Context: an optimization exercise on an open-source flow, tuned for small area, a short achievable clock period and few clock cycles. The choices shown serve that exercise and are no tape-out recipe. RTL that was checked went through simulation tests only; none was proved equivalent to the original. Power figures rest on the tool's default switching activity, not on a simulated workload.

Setup of job 6109:
==> flow/design.v <==
module rfd_bin_decoder (
    input  wire        clk,
    input  wire        rst,         
    input  wire        in_valid,
    input  wire [7:0]  in_byte,
    output wire        in_ready,
    output wire        out_valid,
    input  wire        out_ready,
    output wire        out_ok,
    output wire [7:0]  out_len,
    output wire [15:0] out_pm1,
    output wire [15:0] out_pm2,
    output wire [15:0] out_n,
    output wire [15:0] out_m,
    output wire [15:0] out_g,
    output wire [31:0] out_x,
    output wire [31:0] out_y,
    output wire [31:0] out_z,
    output wire [31:0] out_e,
    output wire [31:0] out_f,
    output wire [7:0]  out_t,
    output wire [31:0] out_s,
    output wire [31:0] out_p,
    output wire [31:0] out_i,
    output wire [31:0] out_j,
    output wire [31:0] out_r,
    output wire [6:0]  out_tlen,
    input  wire [6:0]  text_addr,
    output wire [7:0]  text_byte
);
    localparam [4:0] F_BF1 = 5'd0,  F_BF2 = 5'd1,  F_TL  = 5'd2,  F_N   = 5'd3,
                     F_M   = 5'd4,  F_G   = 5'd5,  F_X   = 5'd6,  F_Y   = 5'd7,
                     F_Z   = 5'd8,  F_E   = 5'd9,  F_F   = 5'd10, F_T   = 5'd11,
                     F_S   = 5'd12, F_P   = 5'd13, F_I   = 5'd14, F_J   = 5'd15,
                     F_R   = 5'd16, F_TXT = 5'd17, F_CK  = 5'd18;
    reg        rec_valid;            
    reg [4:0]  fld;                  
    reg [6:0]  fbyte;                
    reg [7:0]  len;                  
    reg [15:0] bf1, bf2;
    reg [6:0]  tlen;
    reg [7:0]  sum1, sum2;
    reg        ck1_ok, ok;
    reg [15:0] n_r, m_r, g_r;
    reg [31:0] x_r, y_r, z_r, e_r, f_r, s_r, p_r, i_r, j_r, r_r;
    reg [7:0]  t_r;
    reg [631:0] txt;                
    assign in_ready = !rec_valid || out_ready;
    wire   fire     = in_valid && in_ready;
    wire [7:0]  hb1 = (fld == F_BF1) ? in_byte : bf1[15:8];
    wire [15:0] h1  = {hb1, bf1[7:0]};
    wire        hv2 = h1[12];
    wire        tnz = (fld == F_TL) ? (in_byte != 8'd0) : (tlen != 7'd0);
    wire        v2  = bf1[12];
    function field_present(input [4:0] f);
        case (f)
            F_BF2:   field_present = hv2;
            F_TL:    field_present = hv2 & h1[15];
            F_N:     field_present = h1[0];
            F_M:     field_present = h1[1];
            F_G:     field_present = h1[2];
            F_X:     field_present = h1[3];
            F_Y:     field_present = h1[4];
            F_Z:     field_present = h1[5];
            F_E:     field_present = h1[6];
            F_F:     field_present = h1[8];
            F_T:     field_present = h1[9];
            F_S:     field_present = h1[10];
            F_P:     field_present = h1[11];
            F_I:     field_present = hv2 & bf2[0];
            F_J:     field_present = hv2 & bf2[1];
            F_R:     field_present = hv2 & bf2[2];
            F_TXT:   field_present = h1[15] & (!hv2 | tnz);
            default: field_present = 1'b0;
        endcase
    endfunction
    reg [4:0] next_field;
    integer k, b;
    wire [3:0] bsel = 4'b0001 << fbyte[1:0];
    always @(*) begin
        next_field = F_CK;
        for (k = 17; k >= 1; k = k - 1)
            if (k > fld && field_present(k[4:0]))
                next_field = k[4:0];
    end
    reg last_fbyte;
    always @(*) begin
        case (fld)
            F_BF1, F_BF2, F_N, F_CK: last_fbyte = (fbyte[0] == 1'b1);
            F_TL, F_T:               last_fbyte = 1'b1;
            F_M, F_G:                last_fbyte = !v2 || fbyte[0];
            F_TXT:                   last_fbyte = (fbyte + 7'd1 == tlen);
            default:                 last_fbyte = (fbyte[1:0] == 2'd3);
        endcase
    end
    wire       start  = (fld == F_BF1) && (fbyte == 7'd0);
    wire [7:0] s1_b   = start ? 8'd0 : sum1;
    wire [7:0] s2_b   = start ? 8'd0 : sum2;
    wire [8:0] s1_add = {1'b0, s1_b} + {1'b0, in_byte};
    wire [7:0] s1_nxt = s1_add[7:0] + {7'd0, s1_add[8]};
    wire [8:0] s2_add = {1'b0, s2_b} + {1'b0, s1_nxt};
    wire [7:0] s2_nxt = s2_add[7:0] + {7'd0, s2_add[8]};
    wire [7:0] s1_n   = (&sum1) ? 8'd0 : sum1;
    wire [7:0] s2_n   = (&sum2) ? 8'd0 : sum2;
    always @(posedge clk) begin
        if (rst) begin
            rec_valid <= 1'b0;
            fld       <= F_BF1;
            fbyte     <= 7'd0;
        end else begin
            if (out_ready)
                rec_valid <= 1'b0;
            if (fire) begin
                if (fld == F_CK && fbyte[0]) begin
                    rec_valid <= 1'b1;
                    fld       <= F_BF1;
                    fbyte     <= 7'd0;
                end else if (last_fbyte) begin
                    fld   <= next_field;
                    fbyte <= 7'd0;
                end else begin
                    fbyte <= fbyte + 7'd1;
                end
            end
        end
    end
    always @(posedge clk) begin
        if (fire) begin
            len <= start ? 8'd1 : len + 8'd1;
            if (fld != F_CK) begin
                sum1 <= s1_nxt;
                sum2 <= s2_nxt;
            end
            case (fld)
                F_BF1: begin
                    if (fbyte[0]) begin
                        bf1[15:8] <= in_byte;
                        tlen      <= (in_byte[7] && !in_byte[4]) ? 7'd16 : 7'd0;
                        if (!in_byte[4]) bf2 <= 16'd0;
                    end else begin
                        bf1[7:0] <= in_byte;
                    end
                end
                F_BF2: bf2[fbyte[0]*8 +: 8] <= in_byte;
                F_TL:  tlen <= (in_byte > 8'd79) ? 7'd79 : in_byte[6:0];
                F_M: if (!fbyte[0]) m_r[7:0] <= in_byte;
                F_G: if (!fbyte[0]) g_r[7:0] <= in_byte;
                F_T: t_r <= in_byte;
                F_CK: begin
                    if (fbyte[0]) ok <= ck1_ok && (in_byte == s2_n);
                    else          ck1_ok <= (in_byte == s1_n);
                end
                default: ;
            endcase
            for (b = 0; b < 4; b = b + 1) begin
                if (bsel[b]) begin
                    if (b < 2 && fld == F_N) n_r[b*8 +: 8] <= in_byte;
                    if (fld == F_X) x_r[b*8 +: 8] <= in_byte;
                    if (fld == F_Y) y_r[b*8 +: 8] <= in_byte;
                    if (fld == F_Z) z_r[b*8 +: 8] <= in_byte;
                    if (fld == F_E) e_r[b*8 +: 8] <= in_byte;
                    if (fld == F_F) f_r[b*8 +: 8] <= in_byte;
                    if (fld == F_S) s_r[b*8 +: 8] <= in_byte;
                    if (fld == F_P) p_r[b*8 +: 8] <= in_byte;
                    if (fld == F_I) i_r[b*8 +: 8] <= in_byte;
                    if (fld == F_J) j_r[b*8 +: 8] <= in_byte;
                    if (fld == F_R) r_r[b*8 +: 8] <= in_byte;
                end
            end
            if ((fld == F_M) && (fbyte[0] || !v2)) m_r[15:8] <= fbyte[0] ? in_byte : 8'd0;
            if ((fld == F_G) && (fbyte[0] || !v2)) g_r[15:8] <= fbyte[0] ? in_byte : 8'd0;
        end
    end
    wire       clr    = fire && start;
    wire       txt_wr = fire && (fld == F_TXT);
    wire [15:0] tw_hi_dec = 16'b1 << fbyte[6:3];
    wire [7:0]  tw_lo_dec = 8'b1 << fbyte[2:0];
    wire [9:0] tw_hi  = (tw_hi_dec[9:0] & {10{txt_wr}}) | {10{clr}};
    wire [7:0] tw_lo  = tw_lo_dec | {8{clr}};
    wire [7:0] tdata  = start ? 8'd0 : in_byte;
    integer tr, tc;
    always @(posedge clk) begin
        for (tr = 0; tr < 10; tr = tr + 1)
            for (tc = 0; tc < 8; tc = tc + 1)
                if (tr * 8 + tc < 79 && tw_hi[tr] && tw_lo[tc])
                    txt[(tr * 8 + tc) * 8 +: 8] <= tdata;
    end
    assign out_valid = rec_valid;
    assign out_ok    = ok;
    assign out_len   = len;
    assign out_pm1   = bf1;
    assign out_pm2   = bf2;
    assign out_n     = n_r;
    assign out_m     = m_r;
    assign out_g     = g_r;
    assign out_x     = x_r;
    assign out_y     = y_r;
    assign out_z     = z_r;
    assign out_e     = e_r;
    assign out_f     = f_r;
    assign out_t     = t_r;
    assign out_s     = s_r;
    assign out_p     = p_r;
    assign out_i     = i_r;
    assign out_j     = j_r;
    assign out_r     = r_r;
    assign out_tlen  = tlen;
    wire [7:0]  sel_lo = 8'b1 << text_addr[2:0];
    wire [15:0] hi_dec = 16'b1 << text_addr[6:3];
    wire [9:0]  sel_hi = hi_dec[9:0];
    wire [79:0] rows;
    genvar gr;
    generate
        for (gr = 0; gr < 10; gr = gr + 1) begin : g_row
            wire [63:0] d;
            genvar gc;
            for (gc = 0; gc < 8; gc = gc + 1) begin : g_col
                if (gr * 8 + gc < 79) begin : g_on
                    assign d[gc*8 +: 8] = txt[(gr * 8 + gc)*8 +: 8];
                end else begin : g_off
                    assign d[gc*8 +: 8] = 8'd0;
                end
            end
            rfd_sel8 u_row (.d(d), .sel(sel_lo), .q(rows[gr*8 +: 8]));
        end
    endgenerate
    rfd_sel10 u_col (.d(rows), .sel(sel_hi), .q(text_byte));
endmodule
module rfd_sel8 (
    input  wire [63:0] d,
    input  wire [7:0]  sel,
    output wire [7:0]  q
);
    assign q = (d[ 7: 0] & {8{sel[0]}}) | (d[15: 8] & {8{sel[1]}}) |
               (d[23:16] & {8{sel[2]}}) | (d[31:24] & {8{sel[3]}}) |
               (d[39:32] & {8{sel[4]}}) | (d[47:40] & {8{sel[5]}}) |
               (d[55:48] & {8{sel[6]}}) | (d[63:56] & {8{sel[7]}});
endmodule
module rfd_sel10 (
    input  wire [79:0] d,
    input  wire [9:0]  sel,
    output wire [7:0]  q
);
    assign q = (d[ 7: 0] & {8{sel[0]}}) | (d[15: 8] & {8{sel[1]}}) |
               (d[23:16] & {8{sel[2]}}) | (d[31:24] & {8{sel[3]}}) |
               (d[39:32] & {8{sel[4]}}) | (d[47:40] & {8{sel[5]}}) |
               (d[55:48] & {8{sel[6]}}) | (d[63:56] & {8{sel[7]}}) |
               (d[71:64] & {8{sel[8]}}) | (d[79:72] & {8{sel[9]}});
endmodule
==> flow/config.mk <==
export PLATFORM = sky130hd
export DESIGN_NAME = rfd_bin_decoder
export DESIGN_NICKNAME = rfd_bin_decoder
export VERILOG_FILES = /design/flow/design.v
export SDC_FILE = /design/flow/constraint.sdc
export NUM_CORES = 4
export LEC_CHECK = 0
export CAP_MARGIN = 20
export CORE_MARGIN = 2
export CORE_UTILIZATION = 40
export PLACE_DENSITY = 0.6
export SLEW_MARGIN = 20
export SYNTH_HIERARCHICAL = 1
==> flow/constraint.sdc <==
create_clock -name core_clock -period 14.0 [get_ports {clk}]
set_input_delay 2.8000 -clock core_clock [delete_from_list [all_inputs] [get_ports {clk}]]
set_output_delay 2.8000 -clock core_clock [all_outputs]
set_load 0.01 [all_outputs]
standard.sh (not shown) runs the stock make flow with config.mk's settings and CLKGATE_MAP_FILE= SYNTH_SCRIPT=/design/flow/synth_recipe.tcl, a recipe that flattens the netlist after the stock synthesis.
==> flow/flow/run.sh <==
#!/bin/bash
# Standard ORFS layout (the standard.sh, unchanged synthesis) with three
# layout knobs: port buffers use the small buf_1 cell, CTS inserts no dummy
# loads, and repair_timing aims for a larger setup margin so the
# text_addr -> text_byte path is sized for speed.
set -euo pipefail
MARGIN=$(cat flow/margin.txt)
bash standard.sh \
  'BUFFER_PORTS_ARGS=-buffer_cell sky130_fd_sc_hd__buf_1' \
  "CTS_ARGS=-sink_clustering_enable -repair_clock_nets -dont_use_dummy_load -buf_list {$(cat flow/ctsbufs.txt)} $(cat flow/ctsextra.txt)" \
  "SETUP_SLACK_MARGIN=${MARGIN}" \
  finish > make_finish.log 2>&1
==> flow/flow/ctsbufs.txt <==
sky130_fd_sc_hd__clkbuf_4 sky130_fd_sc_hd__clkbuf_8
==> flow/flow/ctsextra.txt <==
-sink_clustering_size 16 -sink_clustering_max_diameter 50
==> flow/flow/margin.txt <==
7
Testbench counts of job 6109, summed over its fixed seeds: cycles 54,262.
Setup changes, job 6109 to job 8096
==> flow/design.v, changed modules only <==
module rfd_sel10 (
    input  wire [79:0] d,
    input  wire [9:0]  sel,
    output wire [7:0]  q
);
    wire [7:0] qa, qb, qc;
    rfd_sel4 u_a (.d(d[31: 0]), .sel(sel[3:0]), .q(qa));
    rfd_sel4 u_b (.d(d[63:32]), .sel(sel[7:4]), .q(qb));
    rfd_sel2 u_c (.d(d[79:64]), .sel(sel[9:8]), .q(qc));
    assign q = qa | qb | qc;
endmodule
module rfd_sel4 (
    input  wire [31:0] d,
    input  wire [3:0]  sel,
    output wire [7:0]  q
);
    assign q = (d[ 7: 0] & {8{sel[0]}}) | (d[15: 8] & {8{sel[1]}}) |
               (d[23:16] & {8{sel[2]}}) | (d[31:24] & {8{sel[3]}});
endmodule
module rfd_sel2 (
    input  wire [15:0] d,
    input  wire [1:0]  sel,
    output wire [7:0]  q
);
    assign q = (d[ 7: 0] & {8{sel[0]}}) | (d[15: 8] & {8{sel[1]}});
endmodule
- Relative to job 6109, sequential share of layout area has decreased by 1.1 points in job 8096.
- Relative to job 6109, job 8096 degrades register-to-register path setup slack.
- Xor-xnor portion of the synthesized cell area of job 6109 is on par with job 8096.
- In job 8096, the wire length came out 4.4 mm above the value in job 6109.
- Job 8096 contains more vias than job 6109.
- Side by side, relative slew slack turned out lower in job 8096 than in job 6109.
- On wire length on met1: between job 8096 and job 6109, it ends up higher for job 8096.
- Job 8096 against job 6109: combined flip-flop and latch cell area held, number of endpoints failing setup at the final stage held, total congestion overflow held, post-place instance area held, slew at the pin with the worst max-slew slack went up 0.062 ns.
No functional check of the RTL was part of job 8096.

// rfd_bin_decoder: RTL as listed in full above, without the edits since
==> flow/config.mk <==
export PLATFORM = sky130hd
export DESIGN_NAME = rfd_bin_decoder
export DESIGN_NICKNAME = rfd_bin_decoder
export VERILOG_FILES = /design/flow/design.v
export SDC_FILE = /design/flow/constraint.sdc
export NUM_CORES = 4
export LEC_CHECK = 0
export CAP_MARGIN = 20
export CORE_MARGIN = 2
export CORE_UTILIZATION = 40
export PLACE_DENSITY = 0.6
export SLEW_MARGIN = 20
export SYNTH_HIERARCHICAL = 1
==> flow/constraint.sdc <==
create_clock -name core_clock -period 14.0 [get_ports {clk}]
set_input_delay 2.8000 -clock core_clock [delete_from_list [all_inputs] [get_ports {clk}]]
set_output_delay 2.8000 -clock core_clock [all_outputs]
set_load 0.01 [all_outputs]
==> flow/flow/run.sh <==
#!/bin/bash
# Standard ORFS layout (the standard.sh, unchanged synthesis) with three
# layout knobs: port buffers use the small buf_1 cell, CTS inserts no dummy
# loads, and repair_timing aims for a larger setup margin so the
# text_addr -> text_byte path is sized for speed.
set -euo pipefail
MARGIN=$(cat flow/margin.txt)
bash standard.sh \
  'BUFFER_PORTS_ARGS=-buffer_cell sky130_fd_sc_hd__buf_1' \
  "CTS_ARGS=-sink_clustering_enable -repair_clock_nets -dont_use_dummy_load -buf_list {$(cat flow/ctsbufs.txt)}" \
  "SETUP_SLACK_MARGIN=${MARGIN}" \
  finish > make_finish.log 2>&1
Scripts as last shown in full above: flow/flow/ctsbufs.txt, flow/flow/margin.txt
The first run produced a clean layout.
Testbench counts at the start, summed over its fixed seeds: cycles 54,262.
==> next run, changes <==
--- a/flow/design.v
+++ b/flow/design.v
@@ -204,12 +204,11 @@
     assign out_i     = i_r;
     assign out_j     = j_r;
     assign out_r     = r_r;
     assign out_tlen  = tlen;
-    wire [7:0]  sel_lo = 8'b1 << text_addr[2:0];
-    wire [15:0] hi_dec = 16'b1 << text_addr[6:3];
-    wire [9:0]  sel_hi = hi_dec[9:0];
+    wire [79:0] sel;
     wire [79:0] rows;
+    rfd_dec80 u_dec (.a(text_addr), .sel(sel));
     genvar gr;
     generate
         for (gr = 0; gr < 10; gr = gr + 1) begin : g_row
             wire [63:0] d;
@@ -220,12 +219,12 @@
                 end else begin : g_off
                     assign d[gc*8 +: 8] = 8'd0;
                 end
             end
-            rfd_sel8 u_row (.d(d), .sel(sel_lo), .q(rows[gr*8 +: 8]));
+            rfd_sel8 u_row (.d(d), .sel(sel[gr*8 +: 8]), .q(rows[gr*8 +: 8]));
         end
     endgenerate
-    rfd_sel10 u_col (.d(rows), .sel(sel_hi), .q(text_byte));
+    rfd_or10 u_col (.d(rows), .q(text_byte));
 endmodule
 module rfd_sel8 (
     input  wire [63:0] d,
     input  wire [7:0]  sel,
@@ -235,15 +234,24 @@
                (d[23:16] & {8{sel[2]}}) | (d[31:24] & {8{sel[3]}}) |
                (d[39:32] & {8{sel[4]}}) | (d[47:40] & {8{sel[5]}}) |
                (d[55:48] & {8{sel[6]}}) | (d[63:56] & {8{sel[7]}});
 endmodule
-module rfd_sel10 (
+module rfd_or10 (
     input  wire [79:0] d,
-    input  wire [9:0]  sel,
     output wire [7:0]  q
 );
-    assign q = (d[ 7: 0] & {8{sel[0]}}) | (d[15: 8] & {8{sel[1]}}) |
-               (d[23:16] & {8{sel[2]}}) | (d[31:24] & {8{sel[3]}}) |
-               (d[39:32] & {8{sel[4]}}) | (d[47:40] & {8{sel[5]}}) |
-               (d[55:48] & {8{sel[6]}}) | (d[63:56] & {8{sel[7]}}) |
-               (d[71:64] & {8{sel[8]}}) | (d[79:72] & {8{sel[9]}});
-endmodule
+    assign q = d[ 7: 0] | d[15: 8] | d[23:16] | d[31:24] | d[39:32] |
+               d[47:40] | d[55:48] | d[63:56] | d[71:64] | d[79:72];
+endmodule
+module rfd_dec80 (
+    input  wire [6:0]  a,
+    output wire [79:0] sel
+);
+    wire [7:0]  lo = 8'b1 << a[2:0];
+    wire [15:0] hi = 16'b1 << a[6:3];
+    genvar g;
+    generate
+        for (g = 0; g < 80; g = g + 1) begin : g_sel
+            assign sel[g] = hi[g / 8] & lo[g % 8];
+        end
+    endgenerate
+endmodule
Effect: Register-to-register slack hardly moves; hold slack gets worse by 0.0032 ns; final area rose by 0.77%; via count rose by about 0.44%; synthesized area rose by about 0.8%; die area rose by about 0.8%; setup slack gets worse by 0.085 ns; utilization rose by 0.16 points; power fell by about 5.4%; flip-flop and latch count is unchanged; clock skew fell by 0.025 ns; wire length barely changes; clock power barely changes.
No functional check of the RTL was part of the second run of this note.

## separate check: timing with driven ports
In the flow no input, the clock included, has a driving cell. The finished layouts below were timed again as built, in two steps.
Step 1 (the two cells are an assumption about what drives the block):
set clk [get_ports {clk}]
set_driving_cell -lib_cell sky130_fd_sc_hd__clkbuf_16 $clk
set_driving_cell -lib_cell sky130_fd_sc_hd__buf_2 [delete_from_list [all_inputs] $clk]
Step 2 moves the port delays by t, midway between the first and last clock arrival at a register: inputs arrive t later, outputs are due t later. That takes back most of the time a late clock gives input paths.
Slacks: ideal / step 1 / step 2; pairs: ideal / step 1.
run | shift t [ns] | setup WS [ns] | worst register clock-pin slew, ns
job 6109 | 0.791 | 6.414 / 6.360 / 6.360 | 0.10 / 0.10
job 8096 | 0.809 | 6.395 / 6.292 / 6.292 | 0.10 / 0.10
the first run of note 2 | 0.867 | 6.475 / 6.400 / 6.349 | 0.06 / 0.06
the second run of note 2 | 0.860 | 6.390 / 6.258 / 6.258 | 0.06 / 0.06
After both steps every run listed still meets setup and hold. For the second run of note 2, which loses most, drivers alone change the setup slack by -0.132 ns; drivers and shift together by -0.132 ns.
